Background: an optimization exercise with open tools, aiming at small area, a short achievable clock period and few clock cycles per item. Do not read the settings as production practice.
Function was checked by simulation only, so behaviour that the tests miss may differ from the original.
Power figures rest on the tool's default switching activity, not on a simulated workload.

--- design/flow/config.mk ---
export PLATFORM = sky130hd
export DESIGN_NAME = cobs_enc
export DESIGN_NICKNAME = cobs_enc
export VERILOG_FILES = /design/flow/design.v
export SDC_FILE = /design/flow/constraint.sdc
export NUM_CORES = 4
export LEC_CHECK = 0
export CAP_MARGIN = 20
export CORE_MARGIN = 2
export CORE_UTILIZATION = 40
export SETUP_SLACK_MARGIN = 4
export SLEW_MARGIN = 20
--- design/flow/constraint.sdc ---
create_clock -name core_clock -period 8.0 [get_ports {clk}]
set_input_delay 1.6000 -clock core_clock [delete_from_list [all_inputs] [get_ports {clk}]]
set_output_delay 1.6000 -clock core_clock [all_outputs]
set_load 0.01 [all_outputs]
--- design/flow/design.v ---
module csum8_table (
    input  wire [7:0] idx,
    output wire [7:0] val
);
    assign val[0] = idx[2] ^ idx[4] ^ idx[5];
    assign val[1] = idx[0] ^ idx[3] ^ idx[5] ^ idx[6];
    assign val[2] = idx[0] ^ idx[1] ^ idx[4] ^ idx[6] ^ idx[7];
    assign val[3] = idx[0] ^ idx[1] ^ idx[4] ^ idx[7];
    assign val[4] = idx[0] ^ idx[1] ^ idx[4];
    assign val[5] = idx[1] ^ idx[2] ^ idx[5];
    assign val[6] = idx[0] ^ idx[2] ^ idx[3] ^ idx[6];
    assign val[7] = idx[1] ^ idx[3] ^ idx[4] ^ idx[7];
endmodule
module cobs_enc (
    input  wire       clk,
    input  wire       rst,           
    input  wire       in_valid,
    output wire       in_ready,
    input  wire [7:0] in_data,
    input  wire       in_last,       
    input  wire       in_empty,      
    input  wire       in_pre,        
    input  wire       in_cs,         
    output reg        out_valid,
    input  wire       out_ready,
    output reg  [7:0] out_data,
    output reg        out_last       
);
    localparam [7:0] SEED = 8'h55;
    localparam integer PD = 4;       
    localparam integer ED = 4;       
    reg  [7:0] mem [0:63];
    reg  [6:0] wp, wp1, rp;          
    wire       room1 = !(wp[6] != rp[6] && wp[5:0] == rp[5:0]);
    wire       room2 = room1 && !(wp1[6] != rp[6] && wp1[5:0] == rp[5:0]);
    reg        h_v, h_nz, h_last, h_empty, h_pre, h_cs;
    reg  [7:0] h_data;
    reg        s_v, s_nz, s_last, s_empty, s_pre, s_cs;
    reg  [7:0] s_data;
    assign in_ready = !s_v;
    wire accept = in_valid && !s_v;
    wire [12:0] in_beat = {in_data != 8'h00, in_last, in_empty, in_pre, in_cs, in_data};
    reg        in_frame;    
    reg        cs_cyc;      
    reg        fin;         
    reg        open;        
    reg  [6:0] osa;         
    reg  [5:0] n;
    reg  [1:0] k;
    reg        kn;          
    reg        k2;          
    reg  [7:0] crc;
    reg        crc_nz;
    reg        p_v;         
    reg  [5:0] p_a;
    reg  [7:0] p_d;
    reg  [PD-1:0] pf, pfv;           
    reg  [6:0]    ef [0:ED-1];       
    reg  [ED-1:0] efv;
    wire       tv     = cs_cyc || h_v;
    wire [7:0] tb     = cs_cyc ? crc : h_data;
    wire       t_nz   = cs_cyc ? crc_nz : h_nz;
    wire       first  = !cs_cyc && !in_frame;
    wire       t_data = cs_cyc || !h_empty;
    wire       ob     = open && !first;
    wire       t_lit  = t_data && t_nz;
    wire       t_split = t_lit && ob && kn;
    wire       t_new   = t_data && (!ob || t_split);      
    wire       t_zclose = t_data && !t_nz && ob && k2;
    wire       t_end  = cs_cyc || (h_last && !h_cs);
    wire       need2  = t_lit && t_new;
    wire       need1  = t_lit || t_new;
    wire       t_room = need2 ? room2 : (need1 ? room1 : 1'b1);
    wire       fin_go = fin && !efv[ED-1];
    wire       fin_r  = fin_go && open;
    wire       split_r = tv && t_split && !fin;
    wire       consume = tv && t_room && (!fin || fin_go) &&
                         !(first && pfv[PD-1]) &&
                         !(p_v && t_lit && (t_split || fin_r));
    wire       h_take  = consume && !cs_cyc;
    wire       zc_r   = consume && t_zclose;
    wire       res    = split_r || zc_r || fin_r;
    wire [7:0] res_d  = zc_r ? {2'd3, n} : {k, n};
    wire [5:0] lit_a  = t_new ? wp1[5:0] : wp[5:0];
    wire       lit_p  = tv && t_lit && !(p_v && (t_split || fin_r));
    wire       lit_ok = need2 ? room2 : room1;
    wire [5:0] wa     = lit_p ? lit_a : (p_v ? p_a : osa[5:0]);
    wire [7:0] wd     = lit_p ? tb : (p_v ? p_d : res_d);
    wire       we     = lit_p ? lit_ok : (p_v || res);
    wire       w1     = consume && t_data && (t_new != t_nz);
    wire       w2     = consume && t_data && t_new && t_nz;
    wire [7:0] in_crc = (first ? SEED : crc) ^ h_data;
    wire [7:0] crc_next;
    csum8_table u_table (.idx(in_crc), .val(crc_next));
    wire       p_read;      
    wire       pf_pop, ef_pop;
    always @(posedge clk) begin
        if (we)
            mem[wa] <= wd;
    end
    integer i;
    always @(posedge clk) begin
        for (i = 0; i < PD; i = i + 1)
            if (pf_pop ? (i == PD - 1 || !pfv[i + 1]) : !pfv[i])
                pf[i] <= h_pre;
            else if (pf_pop)
                pf[i] <= pf[(i + 1) % PD];
        for (i = 0; i < ED; i = i + 1)
            if (ef_pop ? (i == ED - 1 || !efv[i + 1]) : !efv[i])
                ef[i] <= wp;
            else if (ef_pop)
                ef[i] <= ef[(i + 1) % ED];
    end
    wire pf_push = consume && first;
    always @(posedge clk) begin
        if (rst) begin
            pfv <= {PD{1'b0}};
            efv <= {ED{1'b0}};
        end else begin
            if (pf_push && !pf_pop)
                pfv <= {pfv[PD-2:0], 1'b1};
            else if (pf_pop && !pf_push)
                pfv <= {1'b0, pfv[PD-1:1]};
            if (fin_go && !ef_pop)
                efv <= {efv[ED-2:0], 1'b1};
            else if (ef_pop && !fin_go)
                efv <= {1'b0, efv[ED-1:1]};
        end
    end
    always @(posedge clk) begin
        if (rst) begin
            h_v      <= 1'b0;
            s_v      <= 1'b0;
            in_frame <= 1'b0;
            cs_cyc   <= 1'b0;
            fin      <= 1'b0;
            open     <= 1'b0;
            p_v      <= 1'b0;
            wp       <= 7'd0;
            wp1      <= 7'd1;
        end else begin
            if (!h_v || h_take) begin
                if (s_v) begin
                    h_v <= 1'b1;
                    {h_nz, h_last, h_empty, h_pre, h_cs, h_data} <=
                        {s_nz, s_last, s_empty, s_pre, s_cs, s_data};
                end else begin
                    h_v <= accept;
                    {h_nz, h_last, h_empty, h_pre, h_cs, h_data} <= in_beat;
                end
                s_v <= s_v && accept;
                if (accept)
                    {s_nz, s_last, s_empty, s_pre, s_cs, s_data} <= in_beat;
            end else if (accept) begin
                s_v <= 1'b1;
                {s_nz, s_last, s_empty, s_pre, s_cs, s_data} <= in_beat;
            end
            if (p_read)
                p_v <= res && (lit_p || p_v);
            else
                p_v <= res ? (lit_p || p_v) : (p_v && lit_p);
            if (res) begin
                p_a <= osa[5:0];
                p_d <= res_d;
            end
            if (w2) begin
                wp  <= wp + 7'd2;
                wp1 <= wp1 + 7'd2;
            end else if (w1) begin
                wp  <= wp1;
                wp1 <= wp1 + 7'd1;
            end
            if (fin_go) begin
                fin  <= 1'b0;
                open <= 1'b0;
            end
            if (split_r)
                open <= 1'b0;
            if (consume) begin
                if (cs_cyc)
                    cs_cyc <= 1'b0;
                else begin
                    in_frame <= !h_last;
                    crc      <= h_empty ? SEED : crc_next;
                    crc_nz   <= h_empty ? 1'b1 : (crc_next != 8'h00);
                    if (h_last && h_cs)
                        cs_cyc <= 1'b1;
                end
                if (t_end)
                    fin <= 1'b1;
                if (t_data) begin
                    if (t_new) begin
                        open <= 1'b1;
                        osa  <= wp;
                        n    <= t_nz ? 6'd1 : 6'd0;
                        k    <= t_nz ? 2'd0 : 2'd1;
                        kn   <= !t_nz;
                        k2   <= 1'b0;
                    end else if (t_nz) begin
                        n  <= n + 6'd1;
                        kn <= n == 6'd62;
                    end else if (t_zclose) begin
                        open <= 1'b0;
                    end else begin
                        k  <= k + 2'd1;
                        kn <= 1'b1;
                        k2 <= k == 2'd1;
                    end
                end
            end
        end
    end
    reg        o_body;      
    reg  [5:0] lits;        
    reg        lits_nz;     
    wire [6:0] cp      = open ? osa : wp;      
    wire       advance = !out_valid || out_ready;
    wire       byp     = p_v && p_a == rp[5:0];
    wire [7:0] rd      = byp ? p_d : mem[rp[5:0]];
    wire       st_pre  = !o_body && pfv[0] && pf[0];
    wire       body    = o_body || (pfv[0] && !pf[0]);
    wire       at_end  = efv[0] && rp == ef[0];
    wire       e_lit   = body && lits_nz;
    wire       e_term  = body && !lits_nz && at_end;
    wire       e_code  = body && !lits_nz && !at_end && rp != cp;
    wire       e_v     = st_pre || e_lit || e_term || e_code;
    assign p_read = advance && e_code && byp;
    assign pf_pop = advance && !o_body && pfv[0];
    assign ef_pop = advance && e_term;
    always @(posedge clk) begin
        if (rst) begin
            out_valid <= 1'b0;
            o_body    <= 1'b0;
            lits_nz   <= 1'b0;
            rp        <= 7'd0;
        end else if (advance) begin
            out_valid <= e_v;
            out_data  <= (e_lit || e_code) ? rd : 8'h00;
            out_last  <= e_term;
            if (!o_body && pfv[0])
                o_body <= 1'b1;
            if (e_lit) begin
                lits    <= lits - 6'd1;
                lits_nz <= lits != 6'd1;
            end
            if (e_code) begin
                lits    <= rd[5:0];
                lits_nz <= rd[5:0] != 6'd0;
            end
            if (e_lit || e_code)
                rp <= rp + 7'd1;
            if (e_term)
                o_body <= 1'b0;
        end
    end
endmodule
--- design/flow/run.sh ---
#!/bin/bash
# synth_recipe.tcl (not shown) runs the flow's synth.tcl, then flattens the netlist and writes it again
# the make line also repeats each setting of config.mk as NAME=value (left out here)
make -C /OpenROAD-flow-scripts/flow DESIGN_CONFIG=/design/flow/config.mk WORK_HOME=/design/flow/orfs CLKGATE_MAP_FILE= SYNTH_SCRIPT=/design/flow/synth_recipe.tcl finish
==> impl_metrics.csv, run 1 <==
group,metric,value,unit
run_status,status,"timing/DRC/antenna clean",
pwr,switching_share,23.18,%
logic_synthesis,netlist_area,28090,um^2
grt,grt_pass1_vias,15200,
sta,finalSetupViolCount,0,
sta,rsz0062_at_grt,"yes",
worst_setup_path,critical_path_class,"flip-flop to flip-flop",
logic_synthesis,ys.warnings.count,4,
cells_and_area,final_area,32340,um^2
logic_synthesis,synthCells,1683,
clocking,cts_max_level,3,
grt,antenna_found_initial,1,
pwr,leakage,9.849,nW
cells_and_area,final_nets,1752,
cells_and_area,drive_above_1_share,23.35,%
grt,grt_usage,19.46,%
clocking,postCtsHoldBufs,0,
logic_synthesis,synth.distinct_cells,71,
floorplanning,pin_count,27,
job,cap_violations,0,
sta,worst_slew_pin_slew,972.5,ps
clocking,clock_latency,630,ps
pwr,seqPwrFrac,50.7,%
grt,grt_remaining_overflow,0,
worst_setup_path,cp-startpoint,"cs_cyc$_SDFFE_PP0N_",
worst_setup_path,critPathArrivalTime,4160,ps
clocking,cts_tree,"done",
floorplanning,die-area,72370,um^2
logic_synthesis,async_reset_ff_share,0,%
routing,first_pass_iters,5,
cells_and_area,antenna_cells,0,
routing,wl,69.25,mm
routing,wl_per_cell,25.49,um
sta,fmax,257.4,MHz
worst_setup_path,end_kind,"flip-flop",
floorplanning,core-area,69790,um^2
floorplanning,start_util,40.25,%
sta,period_needed,3885,ps
worst_setup_path,r2r_setup_slack,4120,ps
sta,fin_skew,37.63,ps
routing,vias,15240,
logic_synthesis,yosys_register_bits,670,
placement,detailed_place_hpwl,42.17,mm
worst_setup_path,crit_required,8270,ps
pwr,p_clk_share,40.9,%
logic_synthesis,yosysSeqAreaShare,70.02,%
sta,fin_setup_tns,0,ps
pwr,p_switching,1.833,mW
placement,portBuffers,26,
worst_setup_path,worstPathMaxFanout,25,
logic_synthesis,syn-num-nets,1712,
placement,gp_congestion,0.8479,
routing,post_drt_via_cell_ratio,5.610,
logic_synthesis,synth_top_area_share,66.81,%
clocking,cts_sinks,670,
logic_synthesis,synth_edf_count,625,
worst_setup_path,start_kind,"flip-flop",
routing,drc,0,
logic_synthesis,ys.flop_type,"edfxtp_1",
pwr,p_int,6.073,mW
logic_synthesis,synth_commonest_cells,"edfxtp_1 (625), nor2_1 (158), mux4_2 (115)",
min_path,hold_path.class,"flip-flop to flip-flop",
grt,grt_start_max_net_pins,88,
sta,period_share,48.56,%
floorplanning,die_y,269.0,um
worst_setup_path,reg2reg_from,"cs_cyc$_SDFFE_PP0N_",
placement,postPlaceCellArea,29410,um^2
routing,dr.first_iter.drc_count,1835,
sta,hold_viol,0,
min_path,hp-start,"osa[3]$_DFFE_PP_",
routing,ant_nets,0,
sta,drv_slew,0,
pwr,combPwrFrac,8.5,%
floorplanning,rows,97,
logic_synthesis,synth_most_common_cell,"edfxtp_1",
clocking,clock_path_buffers,3,
pwr,p_per_area,244.5,nW/um^2
logic_synthesis,synthTopCellsByArea,"edfxtp_1 (67%), mux4_2 (9.2%), dfxtp_1 (3.2%)",
clocking,worst_setup_hold_path_clk_slew,60,ps
floorplanning,fp.dieW,269.0,um
pwr,irDropWorstVdd,0.0001452,V
grt,grt_pass1_wl,102.6,mm
logic_synthesis,avgSynthCellArea,16.69,um^2
sta,slew_headroom,35.17,%
clocking,cts-root-buf,"clkbuf_16",
clocking,cts_made_buffers,69,
logic_synthesis,synth.largest_area_cell,"edfxtp_1",
sta,whs,514.9,ps
cells_and_area,syn_to_final_growth,15.12,%
==> sequential cells by signal, indices dropped and copies added, names as in the netlist, 2 cells and up, named ones only <==
register	cells
crc	8
ef	28
efv	4
h_data	8
k	2
lits	6
mem	512
n	6
osa	7
out_data	8
p_a	6
p_d	8
pf	4
pfv	4
rp	7
s_data	8
wp	7
wp1	7
==> per-layer routing <==
layer	vias to the layer above	GRT usage (%)	wire, um
li1	6677	-	-
met1	7874	27.06	29950
met2	600	31.46	33330
met3	91	3.653	4526
met4	0	5.360	1440
met5	-	0	0
==> per-stage QoR <==
step                utilization, %  worst slack [ps]  power, mW  cells
floorplan                        -              4069      4.477   1683
global placement             42.15              3373      4.701   2584
detailed placement           42.15              3194      4.706   2584
CTS                          45.88              3926      7.945   2710
global route                 46.34              3843      8.160   2717
finish                       46.34              4115      7.906   2717
==> final timing paths <==
check,endpoint,cells past startpoint
setup / recovery,mem[46][2]$_DFFE_PP_,9
hold / removal,p_a[3]$_DFFE_PP_,0
setup reg to reg,mem[46][2]$_DFFE_PP_,9
hold reg to reg,p_a[3]$_DFFE_PP_,0
==> power by group through the flow <==
stage | Sequential, mW | Clock [mW] | Combinational [mW]
2_1_floorplan | 4.06 | 0 | 0.422
3_3_place_gp | 4.08 | 0 | 0.621
3_5_place_dp | 4.08 | 0 | 0.626
4_1_cts | 4.01 | 3.28 | 0.654
5_1_grt | 4.01 | 3.43 | 0.719
6_report | 4.01 | 3.23 | 0.668
==> logic make-up after synthesis <==
logic type	count (synthesis)	synth area share (%)
flops	670	70.02
simple gates	376	6.289
mux	249	14.24
compound gates	185	4.494
buf+inv	111	1.866
xor+xnor	79	2.512
fa+ha+maj	13	0.5790
==> cells in the final DEF, fill, tap and decap left out, types with 8 or more instances in the layout <==
cell / Yosys / final
nor2_2: 1 / 28
buf_4: 8 / 29
clkbuf_1: 40 / 16
nand4_1: 12 / 12
inv_1: 20 / 20
o21ai_0: 26 / 24
mux2i_1: 78 / 74
clkinv_1: 0 / 14
clkinv_2: 0 / 9
mux2_2: 56 / 56
a21oi_1: 49 / 41
nand3_1: 27 / 20
ha_1: 13 / 13
xor2_1: 26 / 26
clkdlybuf4s50_1: 0 / 25
a22o_1: 9 / 9
clkbuf_16: 0 / 71
mux4_2: 115 / 115
nand2_1: 71 / 68
edfxtp_1: 625 / 625
dfxtp_1: 45 / 41
nor2b_1: 24 / 24
o22ai_1: 8 / 8
a211oi_1: 23 / 22
nor2_1: 158 / 94
nor3_1: 18 / 17
or3_1: 8 / 8
nor2_4: 0 / 37
a22oi_1: 16 / 16
xnor2_1: 52 / 52
nand2b_1: 19 / 18
==> cell type report <==
type	count	area, um^2
timing repair buffer	60	584.3
tap	940	1176
inverter	20	75.07
clock buffer	88	1851
sequential	670	19680
fill	5853	37450
clock inverter	37	420.4
multi-input combinational	902	8554
==> critical path, stage by stage, from the launching register on <==
cell and delay [ps]:
dfxtp_2 600, nor3b_2 120, o21ai_1 340, o21ai_1 180, a31oi_4 200, buf_6 340
mux2i_4 430, nor2b_1 390, nand3_4 400, nor2_2 490
==> timing repair <==
action	4_1_cts	5_1_grt
setup buffers	0	7
pin swaps	0	4
cloned	1	0
resized for setup	90	47
endpoints found under the setup margin	641	643
Testbench counts, summed over its fixed seeds: cycles 22,869, bytes 21,605.
==> run 2: changes to the inputs <==
--- a/design/flow/config.mk
+++ b/design/flow/config.mk
@@ -8,5 +8,5 @@
 export CAP_MARGIN = 20
 export CORE_MARGIN = 2
 export CORE_UTILIZATION = 40
-export SETUP_SLACK_MARGIN = 4
+export SETUP_SLACK_MARGIN = 5
 export SLEW_MARGIN = 20
==> impl_metrics.csv, run 2 <==
group,metric,value,unit
floorplanning,start_util,40.25,%
grt,grt_usage,20.07,%
worst_setup_path,end_kind,"flip-flop",
sta,slew_headroom,31.46,%
sta,fin_setup_tns,0,ps
floorplanning,pin_count,27,
grt,grt_remaining_overflow,0,
grt,antenna_found_initial,0,
grt,grt_start_max_net_pins,65,
clocking,cts_made_buffers,71,
floorplanning,fp.dieW,269.0,um
clocking,cts_sinks,670,
grt,grt_pass1_vias,15630,
logic_synthesis,avgSynthCellArea,16.69,um^2
routing,dr.first_iter.drc_count,1617,
worst_setup_path,critPathArrivalTime,3480,ps
logic_synthesis,ys.flop_type,"edfxtp_1",
clocking,postCtsHoldBufs,0,
logic_synthesis,synth.distinct_cells,71,
sta,fmax,333.2,MHz
pwr,p_per_area,239.2,nW/um^2
sta,fin_skew,24.99,ps
worst_setup_path,worstPathMaxFanout,18,
routing,ant_nets,0,
worst_setup_path,critical_path_class,"flip-flop to flip-flop",
cells_and_area,reg.largest.list,"mem: 512 flops, ef: 28 flops",
logic_synthesis,synth.largest_area_cell,"edfxtp_1",
sta,rsz0062_at_grt,"yes",
cells_and_area,final_cells,2782,
floorplanning,core-area,69790,um^2
sta,worst_slew_pin_slew,1024,ps
sta,hold_viol,0,
logic_synthesis,synth_most_common_cell,"edfxtp_1",
cells_and_area,syn_to_final_growth,20.73,%
logic_synthesis,synthTopCellsByArea,"edfxtp_1 (67%), mux4_2 (9.2%), dfxtp_1 (3.2%)",
sta,drv_slew,0,
floorplanning,rows,97,
routing,wl_per_cell,26.15,um
run_status,status,"timing/DRC/antenna clean",
cells_and_area,drive_above_1_share,29.75,%
routing,post_drt_via_cell_ratio,5.689,
sta,period_needed,3002,ps
logic_synthesis,async_reset_ff_share,0,%
clocking,cts_tree,"done",
sta,period_share,37.52,%
placement,dp.cells,2581,
clocking,worst_setup_hold_path_clk_slew,60,ps
pwr,irDropWorstVdd,0.0001414,V
cells_and_area,largest_reg_flops,512,
logic_synthesis,yosys_register_bits,670,
clocking,clock_path_buffers,3,
min_path,hp-start,"osa[2]$_DFFE_PP_",
clocking,cts-root-buf,"clkbuf_16",
logic_synthesis,ys.warnings.count,4,
logic_synthesis,syn-num-nets,1712,
floorplanning,die_y,269.0,um
floorplanning,die-area,72370,um^2
logic_synthesis,synth_edf_count,625,
cells_and_area,largest-register,"mem",
logic_synthesis,synth_top_area_share,66.81,%
placement,detailed_place_hpwl,42.88,mm
cells_and_area,final_nets,1818,
grt,grt_pass1_wl,105.5,mm
worst_setup_path,crit_required,8470,ps
cells_and_area,nFillCells,5703,
routing,wl,72.76,mm
sta,whs,488.6,ps
placement,portBuffers,26,
clocking,clock_latency,620,ps
placement,gp_congestion,0.8300,
pwr,leakage,10.47,nW
cells_and_area,antenna_cells,0,
logic_synthesis,netlist_area,28090,um^2
cells_and_area,layout_common_cells,"edfxtp_1 (625), mux4_2 (115), nor2_1 (90)",
routing,first_pass_iters,6,
sta,finalSetupViolCount,0,
routing,drc,0,
routing,vias,15830,
min_path,hold_path.class,"flip-flop to flip-flop",
logic_synthesis,yosysSeqAreaShare,70.02,%
job,cap_violations,0,
worst_setup_path,start_kind,"flip-flop",
logic_synthesis,synth_commonest_cells,"edfxtp_1 (625), nor2_1 (158), mux4_2 (115)",
cells_and_area,final_common_cell,"edfxtp_1",
clocking,cts_max_level,3,
logic_synthesis,synthCells,1683,
-- run 2: timing repair --
action / in CTS / in global routing
resized for setup: 250 / 51
cloned: 5 / 2
endpoints found under the setup margin: 1203 / 702
setup buffers: 38 / 30
pin swaps: 18 / 36
-- run 2: where the power goes --
part / total, mW / switching, mW / internal, mW
Sequential: 4.00 / 0.0532 / 3.95
Clock: 3.33 / 1.36 / 1.97
Combinational: 0.783 / 0.472 / 0.311
-- run 2: cell type report --
class,count,area (um^2),area share (%)
inverters,20,75.07,0.2214
well taps,940,1176,3.468
multi-input cells,902,9116,26.88
clock buffers,81,1909,5.630
clock inverters,45,436.7,1.288
flip-flops and latches,670,19700,58.09
repair buffers,124,1501,4.427
-- run 2: path summary, 6_finish.rpt --
kind | endpoint | slack, ps | cells past startpoint
min reg2reg | p_a[2]$_DFFE_PP_ | 490 | 0
max | lits_nz$_SDFFE_PP0P_ | 5000 | 9
min | p_a[2]$_DFFE_PP_ | 490 | 0
max reg2reg | lits_nz$_SDFFE_PP0P_ | 5000 | 9
-- run 2: metal layers --
| metal | track usage (%) | part of all wire, % |
|---|---|---|
| met5 | 0 | 0 |
| met3 | 4.694 | 7.7 |
| met1 | 27.49 | 41 |
| met2 | 31.46 | 48 |
| met4 | 7.147 | 3.3 |
-- run 2: cells by family (layout without fill, tap and decap cells) --
group / count (synthesis) / count (layout) / share of synthesized area [%]
XOR/XNOR: 79 / 79 / 2.512
multiplexers: 249 / 249 / 14.24
buffers and inverters: 111 / 270 / 1.866
AO/OA/AOI/OAI: 185 / 185 / 4.494
flip-flops: 670 / 670 / 70.02
adder cells (fa/ha/maj): 13 / 13 / 0.5790
AND/OR/NAND/NOR: 376 / 376 / 6.289
-- run 2: worst max-delay path: stages (launching register included) --
cell and delay, ps:
dfxtp_4 470, buf_4 200, buf_6 240, mux4_2 620
o22ai_1 180, nor3_1 130, nor3_2 430, o2bb2ai_2 250
and4_1 250, a31oi_1 80
-- run 2: stage by stage --
step | worst slack, ps | power [mW] | utilization, % | instance area [um^2]
2_1_floorplan | 4771 | 4.476 | - | 28170
3_3_place_gp | 3424 | 4.692 | 42.15 | 29420
3_5_place_dp | 3243 | 4.702 | 42.15 | 29420
4_1_cts | 5000 | 8.109 | 47.83 | 33380
5_1_grt | 4937 | 8.359 | 48.60 | 33920
6_report | 4998 | 8.114 | 48.60 | 33920
==> run 3: changes to the inputs <==
--- a/design/flow/config.mk
+++ b/design/flow/config.mk
@@ -8,5 +8,7 @@
 export CAP_MARGIN = 20
 export CORE_MARGIN = 2
 export CORE_UTILIZATION = 40
+export CTS_BUF_LIST = sky130_fd_sc_hd__clkbuf_4
+export CTS_CLUSTER_SIZE = 32
 export SETUP_SLACK_MARGIN = 5
 export SLEW_MARGIN = 20
==> impl_metrics.csv, run 3 <==
group,metric,value,unit
run_status,status,"timing/DRC/antenna clean",
sta,fin_skew,78.29,ps
worst_setup_path,end_kind,"primary output",
logic_synthesis,ys.flop_type,"edfxtp_1",
placement,postPlaceCellArea,29420,um^2
cells_and_area,drive_above_1_share,35.98,%
cells_and_area,largest_reg_flops,512,
pwr,leakage,10.59,nW
worst_setup_path,cp_cell_sequence,"buf_2",
worst_setup_path,start_kind,"flip-flop",
logic_synthesis,synth.largest_area_cell,"edfxtp_1",
logic_synthesis,synth.distinct_cells,71,
cells_and_area,largest-register,"mem",
logic_synthesis,synthTopCellsByArea,"edfxtp_1 (67%), mux4_2 (9.2%), dfxtp_1 (3.2%)",
sta,period_share,38.57,%
job,cap_violations,0,
min_path,worstHoldPathCells,0,
clocking,cts-root-buf,"clkbuf_4",
logic_synthesis,ys.warnings.count,4,
routing,drc,0,
logic_synthesis,synth_most_common_cell,"edfxtp_1",
grt,grt_usage,20.68,%
clocking,cts_made_buffers,168,
sta,drv_slew,0,
cells_and_area,syn_to_final_growth,19.77,%
worst_setup_path,worst_path_max_delay_cell,"edfxtp_1",
placement,portBuffers,26,
worst_setup_path,r2r_setup_slack,5020,ps
clocking,clock_path_buffers,3,
pwr,switching_share,24.82,%
routing,dr.first_iter.drc_count,1567,
sta,fin_setup_tns,0,ps
worst_setup_path,slowest_delay,360,ps
logic_synthesis,yosysSeqAreaShare,70.02,%
cells_and_area,layout_common_cells,"edfxtp_1 (625), clkbuf_4 (252), mux4_2 (115)",
cells_and_area,seq_area,19700,um^2
worst_setup_path,critical_path_class,"flip-flop to primary output",
placement,detailed_place_hpwl,42.88,mm
worst_setup_path,cp_num_buf_inv,1,
clocking,cts_tree,"done",
cells_and_area,multiInputGateArea,9094,um^2
pwr,seqPwrFrac,51.9,%
routing,wl,73.79,mm
clocking,worst_setup_hold_path_clk_slew,60,ps
logic_synthesis,synthCells,1683,
placement,gp_congestion,0.8300,
logic_synthesis,yosys_register_bits,670,
pwr,irDropWorstVdd,0.0001291,V
worst_setup_path,worstReg2RegEnd,"lits_nz$_SDFFE_PP0P_",
logic_synthesis,synth_commonest_cells,"edfxtp_1 (625), nor2_1 (158), mux4_2 (115)",
routing,ant_nets,0,
clocking,clock_latency,1030,ps
floorplanning,rows,97,
sta,slew_headroom,31.13,%
pwr,p_int,5.797,mW
logic_synthesis,synth_edf_count,625,
pwr,p_per_area,229.2,nW/um^2
worst_setup_path,critPathArrivalTime,1490,ps
grt,grt_pass1_vias,16560,
routing,first_pass_iters,5,
floorplanning,fp.dieW,269.0,um
worst_setup_path,crit_required,6400,ps
cells_and_area,nFillCells,5800,
pwr,p_clk_share,37.9,%
floorplanning,core-area,69790,um^2
floorplanning,die-area,72370,um^2
grt,grt_pass1_wl,108.7,mm
min_path,hp-start,"osa[2]$_DFFE_PP_",
floorplanning,die_y,269.0,um
pwr,combPwrFrac,10.2,%
sta,fmax,324.1,MHz
sta,rsz0062_at_grt,"yes",
clocking,cts_max_level,4,
cells_and_area,final_nets,1918,
sta,period_needed,3085,ps
worst_setup_path,path_depth,1,
routing,wl_per_cell,24.96,um
logic_synthesis,avgSynthCellArea,16.69,um^2
grt,antenna_found_initial,1,
worst_setup_path,rr_worst_depth,9,
logic_synthesis,syn-num-nets,1712,
cells_and_area,final_common_cell,"edfxtp_1",
clocking,cts_sinks,670,
sta,finalSetupViolCount,0,
min_path,holdPathEnd,"p_a[2]$_DFFE_PP_",
worst_setup_path,worstPathMaxFanout,1,
floorplanning,pin_count,27,
worst_setup_path,critPathTopFamily,"flip-flops",
grt,grt_remaining_overflow,0,
cells_and_area,final_area,33650,um^2
logic_synthesis,synth_top_area_share,66.81,%
sta,hold_viol,0,
pwr,p_switching,1.914,mW
routing,post_drt_via_cell_ratio,5.561,
logic_synthesis,async_reset_ff_share,0,%
sta,worst_slew_pin_slew,1029,ps
grt,grt_start_max_net_pins,65,
min_path,hold_path.class,"flip-flop to flip-flop",
logic_synthesis,netlist_area,28090,um^2
floorplanning,start_util,40.25,%
cells_and_area,reg.largest.list,"mem: 512 flops, ef: 28 flops",
routing,vias,16440,
==> run 3: cell types whose count changed in the layout (fill, tap and decap cells not counted), moves of 4 or more <==
cell,before,now
clkbuf_4,0,252
inv_2,0,4
clkbuf_16,77,1
buf_2,1,10
buf_12,19,15
clkinv_2,15,7
bufinv_16,8,3
dlygate4sd2_1,11,0
clkbuf_1,5,0
buf_6,13,5
clkinv_1,15,26
buf_4,54,69
==> run 3: worst max path at each step <==
stage | endpoint | startpoint
floorplan | mem[0][0]$_DFFE_PP_ | h_empty$_DFFE_PP_
global placement | mem[33][6]$_DFFE_PP_ | cs_cyc$_SDFFE_PP0N_
detailed placement | mem[1][4]$_DFFE_PP_ | cs_cyc$_SDFFE_PP0N_
CTS | out_data[5] | out_data[5]$_SDFFCE_PP0P_
global route | out_last | out_last$_DFFE_PP_
finish | out_data[5] | out_data[5]$_SDFFCE_PP0P_
==> run 3: power groups by stage <==
stage / Clock, mW / Combinational, mW / Sequential, mW
after floorplan: 0 / 0.426 / 4.05
after global placement: 0 / 0.610 / 4.08
after detailed placement: 0 / 0.618 / 4.08
after CTS: 2.99 / 0.746 / 4.00
after global routing: 3.18 / 0.838 / 4.00
final: 2.93 / 0.785 / 4.00
==> run 3: per-layer routing <==
layer  part of all wire, %  GRT usage [%]  vias up
met3                   7.7          5.014      122
met1                    41          27.86     8431
met5                     0              0        -
li1                      -              -     7159
met4                   2.8          7.988        0
met2                    48          32.51      725
==> run 3: area by class of cell <==
type,instances,share of cell area (%)
inverters,20,0.2231
well taps,940,3.496
flip-flops and latches,670,58.56
diodes,1,0.007437
clock buffers,252,5.623
multi-input cells,902,27.03
repair buffers,127,4.250
clock inverters,44,0.8144
==> run 3: kinds of logic (layout without fill, tap and decap cells) <==
| kind of cell | after synthesis | after routing | share of synthesized area [%] |
|---|---|---|---|
| mux | 249 | 249 | 14.24 |
| other cells | 0 | 1 | 0 |
| flops | 670 | 670 | 70.02 |
| compound gates | 185 | 185 | 4.494 |
| buf+inv | 111 | 443 | 1.866 |
| xor+xnor | 79 | 79 | 2.512 |
| simple gates | 376 | 376 | 6.289 |
| fa+ha+maj | 13 | 13 | 0.5790 |
==> run 3: what timing repair did <==
action,4_1_cts,5_1_grt
hold buffers,0,0
pin swaps,20,21
gates cloned,6,1
setup buffers,46,25
gates resized for setup,291,34
endpoints found under the setup margin,1209,687
==> run 3: metrics by stage <==
step / hold slack [ps] / power (mW) / util (%) / instances / setup slack [ps]
after floorplan: 402.9 / 4.476 / - / 1683 / 4771
after detailed placement: 499.1 / 4.702 / 42.15 / 2581 / 3243
after CTS: 504.0 / 7.733 / 47.60 / 2929 / 4793
after global routing: 531.0 / 8.021 / 48.21 / 2956 / 4824
after global placement: 489.6 / 4.692 / 42.15 / 2581 / 3424
final: 507.6 / 7.711 / 48.21 / 2956 / 4915
==> run 4: changes to the inputs <==
--- a/design/flow/config.mk
+++ b/design/flow/config.mk
@@ -8,7 +8,7 @@
 export CAP_MARGIN = 20
 export CORE_MARGIN = 2
 export CORE_UTILIZATION = 40
-export CTS_BUF_LIST = sky130_fd_sc_hd__clkbuf_4
-export CTS_CLUSTER_SIZE = 32
+export CTS_BUF_LIST = sky130_fd_sc_hd__clkbuf_8
+export CTS_CLUSTER_SIZE = 24
 export SETUP_SLACK_MARGIN = 5
 export SLEW_MARGIN = 20
==> impl_metrics.csv, run 4 <==
group,metric,value,unit
sta,drv_slew,0,
sta,fmax,336.3,MHz
routing,wl_per_cell,25.59,um
logic_synthesis,yosys_register_bits,670,
logic_synthesis,avgSynthCellArea,16.69,um^2
cells_and_area,reg.largest.list,"mem: 512 flops, ef: 28 flops",
worst_setup_path,critical_path_class,"primary input to flip-flop",
grt,grt_pass1_vias,15850,
clocking,cts-root-buf,"clkbuf_8",
floorplanning,fp.dieW,269.0,um
floorplanning,start_util,40.25,%
routing,wl,72.85,mm
min_path,hold_path.class,"flip-flop to flip-flop",
logic_synthesis,synth_top_area_share,66.81,%
worst_setup_path,worst_path_max_delay_cell,"clkdlybuf4s50_1",
placement,gp_congestion,0.8300,
logic_synthesis,synthCells,1683,
logic_synthesis,synth_most_common_cell,"edfxtp_1",
floorplanning,die-area,72370,um^2
run_status,status,"timing/DRC/antenna clean",
cells_and_area,layout_common_cells,"edfxtp_1 (625), mux4_2 (115), clkbuf_8 (112)",
floorplanning,rows,97,
grt,grt_use_met3,4.037,%
sta,fin_setup_tns,0,ps
floorplanning,die_y,269.0,um
grt,antenna_found_initial,1,
grt,use_met1,28.02,%
sta,hold_viol,0,
cells_and_area,largest_reg_flops,512,
sta,period_share,37.17,%
grt,grt_pass1_wl,106.6,mm
placement,dp_slack,3243,ps
routing,dr.first_iter.drc_count,1712,
sta,fin_ws,5027,ps
sta,worst_slew_pin_slew,1040,ps
worst_setup_path,cp_num_buf_inv,1,
worst_setup_path,slowest_delay,450,ps
cells_and_area,syn_to_final_growth,19.48,%
grt,grt_usage,20.12,%
clocking,clock_path_buffers,3,
pwr,p_per_area,229.4,nW/um^2
cells_and_area,nFillCells,5780,
logic_synthesis,synth.largest_area_cell,"edfxtp_1",
logic_synthesis,async_reset_ff_share,0,%
logic_synthesis,syn-num-nets,1712,
routing,post_drt_via_cell_ratio,5.608,
job,cap_violations,0,
routing,vias,15970,
clocking,clock_latency,730,ps
logic_synthesis,synthTopCellsByArea,"edfxtp_1 (67%), mux4_2 (9.2%), dfxtp_1 (3.2%)",
clocking,worst_setup_hold_path_clk_slew,60,ps
sta,period_needed,2973,ps
grt,grt_remaining_overflow,0,
placement,portBuffers,26,
cells_and_area,final_nets,1852,
placement,postPlaceCellArea,29420,um^2
pwr,leakage,10.46,nW
logic_synthesis,synth.distinct_cells,71,
worst_setup_path,crit_required,8430,ps
worst_setup_path,cp_cell_sequence,"clkdlybuf4s50_1 -> nand2b_2 -> nand2_4 -> mux2i_4 -> mux2_2",
clocking,cts_tree,"done",
grt,grt_busiest_layer,"met2",
placement,detailed_place_hpwl,42.88,mm
pwr,total_power,7.698,mW
routing,ant_nets,0,
floorplanning,core-area,69790,um^2
worst_setup_path,critPathTopFamily,"multiplexers",
clocking,cts_made_buffers,106,
cells_and_area,final_area,33560,um^2
logic_synthesis,synth_edf_count,625,
routing,drc,0,
clocking,cts_sinks,670,
logic_synthesis,ys.warnings.count,4,
cells_and_area,final_common_cell,"edfxtp_1",
worst_setup_path,end_kind,"flip-flop",
clocking,postCtsHoldBufs,0,
cells_and_area,drive_above_1_share,30.48,%
sta,rsz0062_at_grt,"yes",
pwr,irDropWorstVdd,0.0001285,V
sta,slew_headroom,30.36,%
logic_synthesis,ys.flop_type,"edfxtp_1",
floorplanning,pin_count,27,
worst_setup_path,start_kind,"primary input",
logic_synthesis,synth_commonest_cells,"edfxtp_1 (625), nor2_1 (158), mux4_2 (115)",
sta,finalSetupViolCount,0,
worst_setup_path,critPathArrivalTime,3400,ps
routing,first_pass_iters,7,
logic_synthesis,netlist_area,28090,um^2
grt,grt_start_max_net_pins,65,
sta,fin_skew,54.06,ps
logic_synthesis,yosysSeqAreaShare,70.02,%
grt,met2_usage,32.01,%
clocking,cts_max_level,3,
worst_setup_path,worstPathMaxFanout,8,
cells_and_area,largest-register,"mem",
sta,whs,462.1,ps
-- run 4: cell counts after synthesis --
Identical to the previous run, type by type.
-- run 4: logic make-up after synthesis --
kind of cell | synth area share [%]
and+or+nand+nor | 6.289
adders and majority gates | 0.5790
xor gates and xnor gates | 2.512
DFF | 70.02
buffers and inverters | 1.866
AOI/OAI and AO/OA | 4.494
muxes | 14.24
-- run 4: layer usage --
| layer | wire length (um) | up-vias |
|---|---|---|
| met4 | 1869 | 0 |
| met2 | 35090 | 653 |
| met5 | 0 | - |
| met1 | 30720 | 8278 |
| met3 | 5175 | 118 |
| li1 | - | 6916 |
-- run 4: repair_timing --
| item | 4_1_cts | 5_1_grt |
|---|---|---|
| buffers inserted | 44 | 23 |
| cloned | 4 | 3 |
| gates resized for setup | 261 | 38 |
| setup endpoints to repair | 1203 | 802 |
| pin swaps | 18 | 38 |
-- run 4: power breakdown --
part / internal, mW / leakage, nW / switching [mW]
Combinational: 0.307 / 3.18 / 0.466
Clock: 1.55 / 1.17 / 1.37
Sequential: 3.95 / 6.11 / 0.0523
Total: 5.81 / 10.5 / 1.89
-- run 4: worst paths after layout --
check | start | endpoint | slack, ps | cells past startpoint
worst max register to register | flip-flop | lits_nz$_SDFFE_PP0P_ | 5030 | 9
worst max-delay path | out_ready | ef[1][5]$_DFFE_PP_ | 5030 | 5
worst min register to register | osa[2]$_DFFE_PP_ | p_a[2]$_DFFE_PP_ | 460 | 0
worst min-delay path | osa[2]$_DFFE_PP_ | p_a[2]$_DFFE_PP_ | 460 | 0
-- run 4: per-stage QoR --
step | instances | util [%]
6_report | 2847 | 48.10
4_1_cts | 2820 | 47.51
3_3_place_gp | 2581 | 42.15
5_1_grt | 2847 | 48.10
3_5_place_dp | 2581 | 42.15
2_1_floorplan | 1683 | -
-- run 4: area by class of cell --
cell class                 count  area (um^2)  share of cell area, %
clock buffer                 112         1541                  4.593
clock inverter                79        559.3                  1.666
timing repair buffer         123         1469                  4.377
sequential                   670        19700                  58.70
inverter                      20        75.07                 0.2237
multi-input combinational    902         9037                  26.93
antenna                        1        2.502               0.007456
tap                          940         1176                  3.504
==> run 5: changes to the inputs <==
--- a/design/flow/config.mk
+++ b/design/flow/config.mk
@@ -7,7 +7,7 @@
 export LEC_CHECK = 0
 export CAP_MARGIN = 20
 export CORE_MARGIN = 2
-export CORE_UTILIZATION = 40
+export CORE_UTILIZATION = 60
 export CTS_BUF_LIST = sky130_fd_sc_hd__clkbuf_8
 export CTS_CLUSTER_SIZE = 24
 export SETUP_SLACK_MARGIN = 5
==> impl_metrics.csv, run 5 <==
group,metric,value,unit
routing,ant_nets,0,
routing,post_drt_via_cell_ratio,6.500,
worst_setup_path,worst_path_max_delay_cell,"mux4_2",
floorplanning,die-area,48570,um^2
min_path,worstHoldPathCells,0,
logic_synthesis,synthCells,1683,
min_path,hold_path.class,"flip-flop to flip-flop",
logic_synthesis,synth_top_area_share,66.81,%
routing,drc,0,
logic_synthesis,netlist_area,28090,um^2
placement,detailed_place_hpwl,41.88,mm
grt,grt_busiest_layer,"met1",
sta,rsz0062_at_grt,"yes",
grt,grt_usage,31.18,%
grt,grt_use_met3,6.502,%
floorplanning,core-area,46360,um^2
floorplanning,rows,79,
logic_synthesis,ys.warnings.count,4,
floorplanning,pin_count,27,
worst_setup_path,crit_top_cell,"mux4_2",
pwr,total_power,7.768,mW
clocking,cts-root-buf,"clkbuf_8",
clocking,clock_path_buffers,3,
logic_synthesis,synth_commonest_cells,"edfxtp_1 (625), nor2_1 (158), mux4_2 (115)",
sta,period_share,37.73,%
logic_synthesis,synth_most_common_cell,"edfxtp_1",
worst_setup_path,slowest_delay,530,ps
clocking,worst_setup_hold_path_clk_slew,70,ps
worst_setup_path,critPathArrivalTime,3420,ps
cells_and_area,final_nets,1854,
floorplanning,start_util,60.60,%
sta,drv_slew,0,
logic_synthesis,syn-num-nets,1712,
worst_setup_path,worstPathMaxFanout,10,
worst_setup_path,cp_cell_sequence,"buf_4 -> clkbuf_16 -> clkbuf_16 -> mux4_2 -> mux4_2 -> mux4_2 -> nand2_1 -> a21oi_1",
grt,use_met1,48.87,%
logic_synthesis,synth_top_family_by_area,"multiplexers",
logic_synthesis,synth_adder_area_share,0.5790,%
sta,slew_headroom,34.45,%
worst_setup_path,rr_worst_depth,8,
grt,grt_pass1_vias,15550,
logic_synthesis,muxShareOfSynthArea,14.24,%
sta,finalSetupViolCount,0,
placement,portBuffers,26,
cells_and_area,multiInputGateArea,9104,um^2
worst_setup_path,crit_required,8400,ps
grt,antenna_found_initial,1,
grt,met2_usage,44.32,%
logic_synthesis,async_reset_ff_share,0,%
logic_synthesis,synth.distinct_cells,71,
placement,gp_congestion,0.8584,
logic_synthesis,synth_compound_area_share,4.494,%
floorplanning,die_y,220.4,um
job,cap_violations,0,
grt,grt_remaining_overflow,0,
routing,wl_per_cell,29.47,um
pwr,leakage,10.52,nW
cells_and_area,seq_area,19700,um^2
logic_synthesis,synth-xor-area-share,2.512,%
logic_synthesis,synth.largest_area_cell,"edfxtp_1",
placement,dp_slack,3280,ps
clocking,cts_tree,"done",
grt,grt_pass1_wl,107.6,mm
logic_synthesis,ys.flop_type,"edfxtp_1",
sta,fmax,331.3,MHz
pwr,p_per_area,233.2,nW/um^2
sta,whs,482.2,ps
sta,fin_setup_tns,0,ps
cells_and_area,final_core_util,71.86,%
logic_synthesis,synth_edf_count,625,
logic_synthesis,synthTopCellsByArea,"edfxtp_1 (67%), mux4_2 (9.2%), dfxtp_1 (3.2%)",
sta,fin_skew,40.46,ps
clocking,cts_max_level,3,
clocking,clock_latency,690,ps
routing,dr.first_iter.drc_count,2000,
min_path,hp-start,"osa[5]$_DFFE_PP_",
cells_and_area,largest-register,"mem",
routing,wl,74.05,mm
worst_setup_path,cp_num_buf_inv,3,
logic_synthesis,yosys.area_share.simple,6.289,%
cells_and_area,largest_reg_flops,512,
cells_and_area,reg.largest.list,"mem: 512 flops, ef: 28 flops",
worst_setup_path,end_kind,"flip-flop",
logic_synthesis,yosys_register_bits,670,
sta,period_needed,3018,ps
worst_setup_path,critical_path_class,"flip-flop to flip-flop",
clocking,postCtsHoldBufs,0,
cells_and_area,final_common_cell,"edfxtp_1",
worst_setup_path,path_depth,8,
cells_and_area,syn_to_final_growth,18.59,%
floorplanning,fp.dieW,220.4,um
logic_synthesis,avgSynthCellArea,16.69,um^2
pwr,irDropWorstVdd,0.0001834,V
run_status,status,"timing/DRC/antenna clean",
worst_setup_path,r2r_setup_slack,4980,ps
cells_and_area,layout_common_cells,"edfxtp_1 (625), mux4_2 (115), clkbuf_8 (109)",
cells_and_area,drive_above_1_share,30.60,%
sta,worst_slew_pin_slew,979.0,ps
worst_setup_path,start_kind,"flip-flop",
clocking,cts_made_buffers,104,
routing,vias,16340,
sta,hold_viol,0,
logic_synthesis,yosysSeqAreaShare,70.02,%
clocking,cts_sinks,670,
worst_setup_path,critPathTopFamily,"multiplexers",
routing,first_pass_iters,5,
grt,grt_start_max_net_pins,65,
sta,fin_ws,4982,ps
cells_and_area,nFillCells,2871,
## run 5: cell count changes in the layout (fill, tap and decap cells not counted), sizes merged, moves of 2 or more
cell           change
bufinv             +3
clkinvlp           -2
clkbuf             -3
clkinv             -2
clkdlybuf4s15      -8
dlygate4sd2       +10
## run 5: cell families (layout without fill, tap and decap cells)
kind of cell	Yosys count	in the layout
buf+inv	111	332
mux	249	249
xor+xnor	79	79
compound gates	185	186
flops	670	670
fa+ha+maj	13	13
simple gates	376	376
other cells	0	1
## run 5: layout make-up
class / instances / area share, %
Antenna cell: 1 / 0.007512
Clock buffer: 109 / 4.503
Clock inverter: 77 / 1.855
Inverter: 20 / 0.2254
Multi-Input combinational cell: 903 / 27.33
Sequential cell: 670 / 59.12
Tap cell: 607 / 2.280
Timing Repair Buffer: 126 / 4.680
## run 5: power by group
part	total [mW]	switching [mW]	internal, mW
clock	2.95	1.33	1.62
sequential	4.00	0.0540	3.95
combinational	0.817	0.493	0.324
## run 5: worst paths after layout
check / endpoint
setup / recovery: out_data[6]$_SDFFCE_PP0P_
hold / removal: p_a[5]$_DFFE_PP_
setup reg to reg: out_data[6]$_SDFFCE_PP0P_
hold reg to reg: p_a[5]$_DFFE_PP_
## run 5: repair_timing
action | 4_1_cts | 5_1_grt
cloned | 8 | 4
resized for setup | 232 | 52
buffers inserted | 54 | 13
pin swaps | 18 | 13
endpoints found under the setup margin | 1113 | 765
## run 5: stage by stage
stage               cell area, um^2  std cells
finish                        33310       2513
global route                  33310       2513
CTS                           32850       2495
detailed placement            29010       2247
global placement              29010       2247
floorplan                     28170       1683
## run 5: routing by layer
layer	routed length (um)	part of all wire (%)	vias up
met1	31140	42	8289
met2	32630	44	951
li1	-	-	6940
met3	8226	11	155
met5	0	0	-
met4	2059	2.8	0
==> run 6: changes to the inputs <==
--- a/design/flow/design.v
+++ b/design/flow/design.v
@@ -94,9 +94,18 @@
     csum8_table u_table (.idx(in_crc), .val(crc_next));
     wire       p_read;      
     wire       pf_pop, ef_pop;
-    always @(posedge clk) begin
-        if (we)
-            mem[wa] <= wd;
+    reg        w_v;
+    reg  [5:0] w_a;
+    reg  [7:0] w_d;
+    always @(posedge clk) begin
+        if (rst)
+            w_v <= 1'b0;
+        else
+            w_v <= we;
+        w_a <= wa;
+        w_d <= wd;
+        if (w_v)
+            mem[w_a] <= w_d;
     end
     integer i;
     always @(posedge clk) begin
@@ -216,7 +225,8 @@
     wire [6:0] cp      = open ? osa : wp;      
     wire       advance = !out_valid || out_ready;
     wire       byp     = p_v && p_a == rp[5:0];
-    wire [7:0] rd      = byp ? p_d : mem[rp[5:0]];
+    wire       w_hit   = w_v && w_a == rp[5:0];
+    wire [7:0] rd      = w_hit ? w_d : (byp ? p_d : mem[rp[5:0]]);
     wire       st_pre  = !o_body && pfv[0] && pf[0];
     wire       body    = o_body || (pfv[0] && !pf[0]);
     wire       at_end  = efv[0] && rp == ef[0];
--- a/design/flow/config.mk
+++ b/design/flow/config.mk
@@ -7,8 +7,9 @@
 export LEC_CHECK = 0
 export CAP_MARGIN = 20
 export CORE_MARGIN = 2
-export CORE_UTILIZATION = 60
+export CORE_UTILIZATION = 40
 export CTS_BUF_LIST = sky130_fd_sc_hd__clkbuf_8
 export CTS_CLUSTER_SIZE = 24
 export SETUP_SLACK_MARGIN = 5
 export SLEW_MARGIN = 20
+export TNS_END_PERCENT = 10
==> impl_metrics.csv, run 6 <==
group,metric,value,unit
cells_and_area,largest-register,"mem",
logic_synthesis,synth_commonest_cells,"edfxtp_1 (625), nor2_1 (153), mux4_2 (122)",
logic_synthesis,synth.distinct_cells,74,
routing,dr.first_iter.drc_count,1521,
logic_synthesis,synth_most_common_cell,"edfxtp_1",
placement,gp_congestion,0.8650,
sta,slew_headroom,28.11,%
routing,first_pass_iters,5,
sta,fmax,329.7,MHz
sta,period_share,37.91,%
grt,grt_pass1_vias,16100,
logic_synthesis,async_reset_ff_share,0,%
sta,fin_skew,65.09,ps
cells_and_area,layout_common_cells,"edfxtp_1 (625), nor2_1 (151), mux4_2 (122), clkbuf_8 (122), nand2_1 (85)",
placement,postPlaceCellArea,29880,um^2
clocking,worst_setup_hold_path_clk_slew,60,ps
logic_synthesis,synth.largest_area_cell,"edfxtp_1",
worst_setup_path,cp_num_buf_inv,3,
floorplanning,die-area,74010,um^2
logic_synthesis,ys.warnings.count,4,
worst_setup_path,crit_required,8580,ps
routing,wl_per_cell,24.56,um
grt,grt_pass1_wl,104.6,mm
min_path,hold_path.class,"flip-flop to flip-flop",
floorplanning,die_y,272.1,um
logic_synthesis,synth_top_area_share,65.30,%
logic_synthesis,yosys_register_bits,685,
routing,drc,0,
worst_setup_path,slowest_delay,450,ps
sta,fin_setup_tns,0,ps
routing,wl,70.76,mm
cells_and_area,largest_reg_flops,512,
clocking,clock_path_buffers,3,
sta,finalSetupViolCount,0,
worst_setup_path,critical_path_class,"flip-flop to flip-flop",
logic_synthesis,synth_edf_count,625,
pwr,leakage,10.42,nW
logic_synthesis,yosysSeqAreaShare,69.48,%
cells_and_area,drive_above_1_share,21.76,%
pwr,p_int,5.716,mW
logic_synthesis,netlist_area,28740,um^2
grt,grt_start_max_net_pins,66,
placement,portBuffers,26,
logic_synthesis,ys.flop_type,"edfxtp_1",
floorplanning,rows,98,
floorplanning,core-area,71360,um^2
clocking,cts-root-buf,"clkbuf_8",
logic_synthesis,avgSynthCellArea,16.38,um^2
logic_synthesis,synthTopCellsByArea,"edfxtp_1 (65%), mux4_2 (9.6%), dfxtp_1 (4.2%)",
pwr,irDropWorstVdd,0.0001303,V
worst_setup_path,end_kind,"flip-flop",
clocking,postCtsHoldBufs,0,
floorplanning,start_util,40.27,%
clocking,cts_max_level,3,
clocking,cts_sinks,685,
sta,period_needed,3033,ps
logic_synthesis,syn-num-nets,1784,
worst_setup_path,worstPathMaxFanout,27,
grt,grt_remaining_overflow,0,
pwr,p_switching,1.822,mW
pwr,seqPwrFrac,54.4,%
routing,vias,16140,
cells_and_area,final_nets,1869,
floorplanning,fp.dieW,272.1,um
sta,drv_slew,0,
cells_and_area,final_area,32500,um^2
clocking,clock_latency,730,ps
worst_setup_path,crit_top_cell,"buf_4",
worst_setup_path,start_kind,"flip-flop",
worst_setup_path,cp_cell_sequence,"buf_4 -> clkinvlp_4 -> buf_4 -> or3_1 -> o211ai_1 -> nor4_1 -> a221o_1 -> nor3_1 -> and4_1 -> a311oi_1",
sta,worst_slew_pin_slew,1074,ps
sta,rsz0062_at_grt,"yes",
clocking,cts_tree,"done",
pwr,p_per_area,231.9,nW/um^2
cells_and_area,final_common_cell,"edfxtp_1",
sta,hold_viol,0,
floorplanning,pin_count,27,
pwr,switching_share,24.17,%
job,cap_violations,0,
run_status,status,"timing/DRC/antenna clean",
pwr,p_clk_share,38.2,%
grt,antenna_found_initial,1,
placement,detailed_place_hpwl,42.89,mm
logic_synthesis,synthCells,1755,
cells_and_area,reg.largest.list,"mem: 512 flops, ef: 28 flops",
pwr,combPwrFrac,7.4,%
clocking,cts_made_buffers,112,
worst_setup_path,critPathArrivalTime,3610,ps
routing,post_drt_via_cell_ratio,5.603,
grt,grt_usage,19.01,%
cells_and_area,syn_to_final_growth,13.07,%
worst_setup_path,critPathTopFamily,"simple AND/OR/NAND/NOR gates",
routing,ant_nets,0,
worst_setup_path,worst_path_max_delay_cell,"or3_1",
==> run 6: metrics by stage <==
step | power (mW) | setup WS [ps] | hold slack, ps | instances | utilization (%)
2_1_floorplan | 4.524 | 4739 | 402.9 | 1755 | -
3_3_place_gp | 4.683 | 4087 | 479.2 | 2647 | 41.86
3_5_place_dp | 4.697 | 3880 | 485.1 | 2648 | 41.88
4_1_cts | 7.574 | 4874 | 500.2 | 2864 | 45.17
5_1_grt | 7.808 | 4899 | 524.6 | 2881 | 45.54
6_report | 7.538 | 4967 | 494.7 | 2881 | 45.54
==> run 6: worst register-to-register path: cells and delay by family (launching register included) <==
| kind | cells | cell delay [ps] |
|---|---|---|
| flops | 1 | 310 |
| compound gates | 3 | 730 |
| simple gates | 4 | 990 |
| buf+inv | 3 | 900 |
==> run 6: what timing repair did <==
action / in CTS / in global routing
resized for setup: 38 / 26
endpoints found under the setup margin: 134 / 126
pin swaps: 0 / 2
buffers inserted: 11 / 14
cloned: 1 / 1
==> run 6: power groups by stage <==
stage	clock [mW]	sequential [mW]	combinational, mW
2_1_floorplan	0	4.15	0.372
4_1_cts	2.93	4.10	0.540
6_report	2.88	4.10	0.559
5_1_grt	3.09	4.11	0.609
3_5_place_dp	0	4.19	0.507
3_3_place_gp	0	4.19	0.497
==> run 6: final cells by class <==
class,count,area [um^2]
diodes,1,2.502
clock buffers,122,1679
well taps,950,1189
clock inverters,82,422.9
multi-input cells,942,8310
repair buffers,78,799.5
fillers,6200,38860
inverters,21,91.34
flip-flops and latches,685,20000
==> run 6: logic make-up (layout without fill, tap and decap cells) <==
group,Yosys count,count (layout),share of synthesized area (%)
buffers and inverters,128,303,2.164
flip-flops,685,685,69.48
XOR/XNOR,83,83,2.577
AO/OA/AOI/OAI,205,205,4.628
adder cells (fa/ha/maj),13,13,0.5659
AND/OR/NAND/NOR,417,417,6.961
other,0,1,0
multiplexers,224,224,13.63
==> run 6: per-layer routing <==
metal,part of all wire (%),track usage [%]
met2,47,30.04
met3,6.5,4.099
met5,0,0
met1,44,26.48
met4,3.0,5.798
==> run 6: path summary, 6_finish.rpt <==
check | from | endpoint | slack (ps) | depth (start not counted)
worst min register to register | osa[1]$_DFFE_PP_ | p_a[1]$_DFFE_PP_ | 490 | 0
worst min-delay path | osa[1]$_DFFE_PP_ | p_a[1]$_DFFE_PP_ | 490 | 0
worst max register to register | flip-flop | lits_nz$_SDFFE_PP0P_ | 4970 | 10
worst max-delay path | flip-flop | lits_nz$_SDFFE_PP0P_ | 4970 | 10
Testbench counts of run 6, summed over its fixed seeds: cycles 22,869, bytes 21,605.
==> run 7: changes to the inputs <==
--- a/design/flow/config.mk
+++ b/design/flow/config.mk
@@ -12,4 +12,3 @@
 export CTS_CLUSTER_SIZE = 24
 export SETUP_SLACK_MARGIN = 5
 export SLEW_MARGIN = 20
-export TNS_END_PERCENT = 10
==> impl_metrics.csv, run 7 <==
group,metric,value,unit
pwr,switching_share,24.10,%
pwr,p_int,5.671,mW
pwr,p_switching,1.801,mW
routing,drc,0,
cells_and_area,final_nets,1867,
floorplanning,core-area,71360,um^2
placement,portBuffers,26,
worst_setup_path,cp_num_buf_inv,1,
sta,period_needed,2990,ps
cells_and_area,reg.largest.list,"mem: 512 flops, ef: 28 flops",
worst_setup_path,rr_worst_depth,8,
routing,first_pass_iters,5,
clocking,cts_max_level,3,
routing,post_drt_via_cell_ratio,5.576,
clocking,cts-root-buf,"clkbuf_8",
min_path,hp-start,"osa[0]$_DFFE_PP_",
sta,rsz0062_at_grt,"yes",
cells_and_area,drive_above_1_share,22.32,%
floorplanning,die-area,74010,um^2
pwr,seqPwrFrac,54.7,%
cells_and_area,final_core_util,45.49,%
worst_setup_path,end_kind,"primary output",
cells_and_area,multiInputGateArea,8312,um^2
placement,detailed_place_hpwl,42.77,mm
sta,fin_skew,31.81,ps
cells_and_area,final_common_cell,"edfxtp_1",
worst_setup_path,start_kind,"flip-flop",
clocking,cts_made_buffers,108,
sta,finalSetupViolCount,0,
pwr,irDropWorstVdd,0.0001254,V
pwr,combPwrFrac,7.7,%
clocking,clock_latency,740,ps
min_path,holdPathEnd,"p_a[0]$_DFFE_PP_",
sta,fmax,334.4,MHz
worst_setup_path,path_depth,1,
clocking,clock_path_buffers,3,
logic_synthesis,ys.warnings.count,4,
sta,worst_slew_pin_slew,1100,ps
logic_synthesis,synthCells,1755,
min_path,hold_path.class,"flip-flop to flip-flop",
floorplanning,fp.dieW,272.1,um
sta,drv_slew,0,
logic_synthesis,synth.distinct_cells,74,
sta,period_share,37.38,%
routing,ant_nets,0,
floorplanning,rows,98,
logic_synthesis,synth_most_common_cell,"edfxtp_1",
clocking,cts_tree,"done",
worst_setup_path,worstPathMaxFanout,1,
pwr,total_power,7.471,mW
grt,grt_usage,19.05,%
grt,grt_pass1_vias,16320,
worst_setup_path,r2r_setup_slack,5050,ps
worst_setup_path,worstReg2RegEnd,"lits[1]$_DFFE_PP_",
cells_and_area,largest_reg_flops,512,
cells_and_area,layout_common_cells,"edfxtp_1 (625), nor2_1 (148), mux4_2 (122)",
grt,grt_start_max_net_pins,66,
worst_setup_path,worst_path_max_delay_cell,"edfxtp_1",
cells_and_area,largest-register,"mem",
routing,wl_per_cell,24.44,um
logic_synthesis,synth_edf_count,625,
worst_setup_path,cp_cell_sequence,"buf_2",
grt,antenna_found_initial,2,
job,cap_violations,0,
sta,fin_setup_tns,0,ps
cells_and_area,syn_to_final_growth,12.96,%
clocking,cts_sinks,685,
floorplanning,die_y,272.1,um
logic_synthesis,ys.flop_type,"edfxtp_1",
pwr,p_per_area,230.1,nW/um^2
floorplanning,pin_count,27,
logic_synthesis,avgSynthCellArea,16.38,um^2
logic_synthesis,async_reset_ff_share,0,%
run_status,status,"timing/DRC/antenna clean",
logic_synthesis,syn-num-nets,1784,
grt,grt_pass1_wl,105.5,mm
worst_setup_path,slowest_delay,470,ps
clocking,worst_setup_hold_path_clk_slew,70,ps
sta,hold_viol,0,
sta,slew_headroom,26.37,%
grt,grt_remaining_overflow,0,
worst_setup_path,critPathTopFamily,"flip-flops",
routing,dr.first_iter.drc_count,1569,
routing,wl,70.47,mm
worst_setup_path,crit_required,6400,ps
logic_synthesis,synth.largest_area_cell,"edfxtp_1",
placement,gp_congestion,0.8663,
logic_synthesis,netlist_area,28740,um^2
pwr,p_clk_share,37.6,%
pwr,leakage,10.44,nW
worst_setup_path,critPathArrivalTime,1390,ps
routing,vias,16080,
logic_synthesis,yosysSeqAreaShare,69.48,%
floorplanning,start_util,40.27,%
worst_setup_path,critical_path_class,"flip-flop to primary output",
logic_synthesis,synthTopCellsByArea,"edfxtp_1 (65%), mux4_2 (9.6%), dfxtp_1 (4.2%)",
min_path,worstHoldPathCells,0,
clocking,postCtsHoldBufs,0,
logic_synthesis,synth_top_area_share,65.30,%
cells_and_area,seq_area,20010,um^2
cells_and_area,nFillCells,6201,
logic_synthesis,yosys_register_bits,685,
logic_synthesis,synth_commonest_cells,"edfxtp_1 (625), nor2_1 (153), mux4_2 (122)",
## run 7: area by class of cell
type                    count  area share (%)
multi-input cells         942           25.60
clock inverters            85           1.291
flip-flops and latches    685           61.62
well taps                 950           3.661
clock buffers             118           5.003
repair buffers             80           2.517
diodes                      3         0.02312
inverters                  21          0.2813
## run 7: logic make-up (layout without fill, tap and decap cells)
group	Yosys count	in the layout	synth area share [%]
buffers and inverters	128	304	2.164
other	0	3	0
AND/OR/NAND/NOR	417	417	6.961
multiplexers	224	224	13.63
XOR/XNOR	83	83	2.577
AO/OA/AOI/OAI	205	205	4.628
adder cells (fa/ha/maj)	13	13	0.5659
flip-flops	685	685	69.48
## run 7: timing repair
action,CTS,global route
gates resized for setup,84,15
pin swaps,0,3
cloned,1,1
setup endpoints to repair,137,68
setup buffers,15,11
hold endpoints to repair,0,0
## run 7: worst reg2reg max path: stages (launching register included)
cell	delay, ps
dfxtp_4	360
buf_12	140
buf_8	370
mux4_2	600
and3_1	210
a21oi_1	150
a21oi_1	150
a211oi_2	540
mux2i_1	150
## run 7: metal layers
| metal | up-vias | part of all wire [%] | GRT usage, % |
|---|---|---|---|
| met1 | 8254 | 42 | 25.81 |
| met5 | - | 0 | 0 |
| met4 | 0 | 3.0 | 6.246 |
| met3 | 144 | 7.0 | 3.967 |
| li1 | 7070 | - | - |
| met2 | 613 | 48 | 30.85 |
## run 7: power groups by stage
stage	Sequential, mW	Combinational (mW)	Clock, mW
6_report	4.09	0.574	2.81
5_1_grt	4.09	0.623	3.03
4_1_cts	4.09	0.565	2.86
3_5_place_dp	4.18	0.514	0
3_3_place_gp	4.18	0.503	0
2_1_floorplan	4.15	0.372	0
## run 7: worst max path at each step
stage	from	endpoint	slack, ps
after floorplan	rst	crc[0]$_SDFFCE_PP1P_	5000
after global placement	flip-flop	lits[1]$_DFFE_PP_	3930
after detailed placement	cs_cyc$_SDFFE_PP0N_	osa[6]$_DFFE_PP_	3970
after CTS	out_data[0]$_SDFFCE_PP0P_	out_data[0]	4940
after global routing	out_data[0]$_SDFFCE_PP0P_	out_data[0]	4950
final	out_data[0]$_SDFFCE_PP0P_	out_data[0]	5010
## run 7: stage by stage
step	cell area, um^2	worst slack, ps	cells	hold slack (ps)
floorplan	28770	4998	1755	402.9
global placement	29900	3932	2649	486.4
detailed placement	29900	3968	2649	490.7
CTS	32290	4938	2868	505.0
global route	32460	4948	2884	510.7
finish	32460	5010	2884	509.1

what the ideal ports hide:
How much do the figures lean on ideal ports? The routed layouts below were timed once more, with nothing changed but the port constraints.
Step 1 (the two cells are an assumption about what drives the block):
set clk [get_ports {clk}]
set_driving_cell -lib_cell sky130_fd_sc_hd__clkbuf_16 $clk
set_driving_cell -lib_cell sky130_fd_sc_hd__buf_2 [delete_from_list [all_inputs] $clk]
Step 2 also shifts input and output timing later by t, the mid clock arrival at the registers, as if the neighbouring blocks saw the same clock.
a / b / c = ideal / step 1 / step 2; a / b = the first two.
run | shift t [ns] | setup WS [ns] | latest minus earliest clock arrival (ns) | worst data-port slew with drivers (ns) | pins driven straight from the clock port
run 1 | 0.671 | 4.115 / 4.115 / 4.022 | 0.038 / 0.038 | 0.04 | 1
run 2 | 0.665 | 4.998 / 4.998 / 4.461 | 0.026 / 0.025 | 0.04 | 1
run 3 | 1.046 | 4.915 / 4.856 / 4.233 | 0.078 / 0.079 | 0.04 | 1
run 4 | 0.766 | 5.027 / 5.012 / 4.297 | 0.054 / 0.055 | 0.04 | 1
run 5 | 0.727 | 4.982 / 4.982 / 4.342 | 0.040 / 0.040 | 0.04 | 1
run 6 | 0.766 | 4.967 / 4.915 / 4.309 | 0.076 / 0.076 | 0.04 | 1
run 7 | 0.784 | 5.010 / 4.946 / 4.269 | 0.032 / 0.032 | 0.04 | 1
After both steps setup and hold are still met in every run listed. For run 7, which loses most, drivers alone change the setup slack by -0.064 ns; drivers and shift together by -0.741 ns.
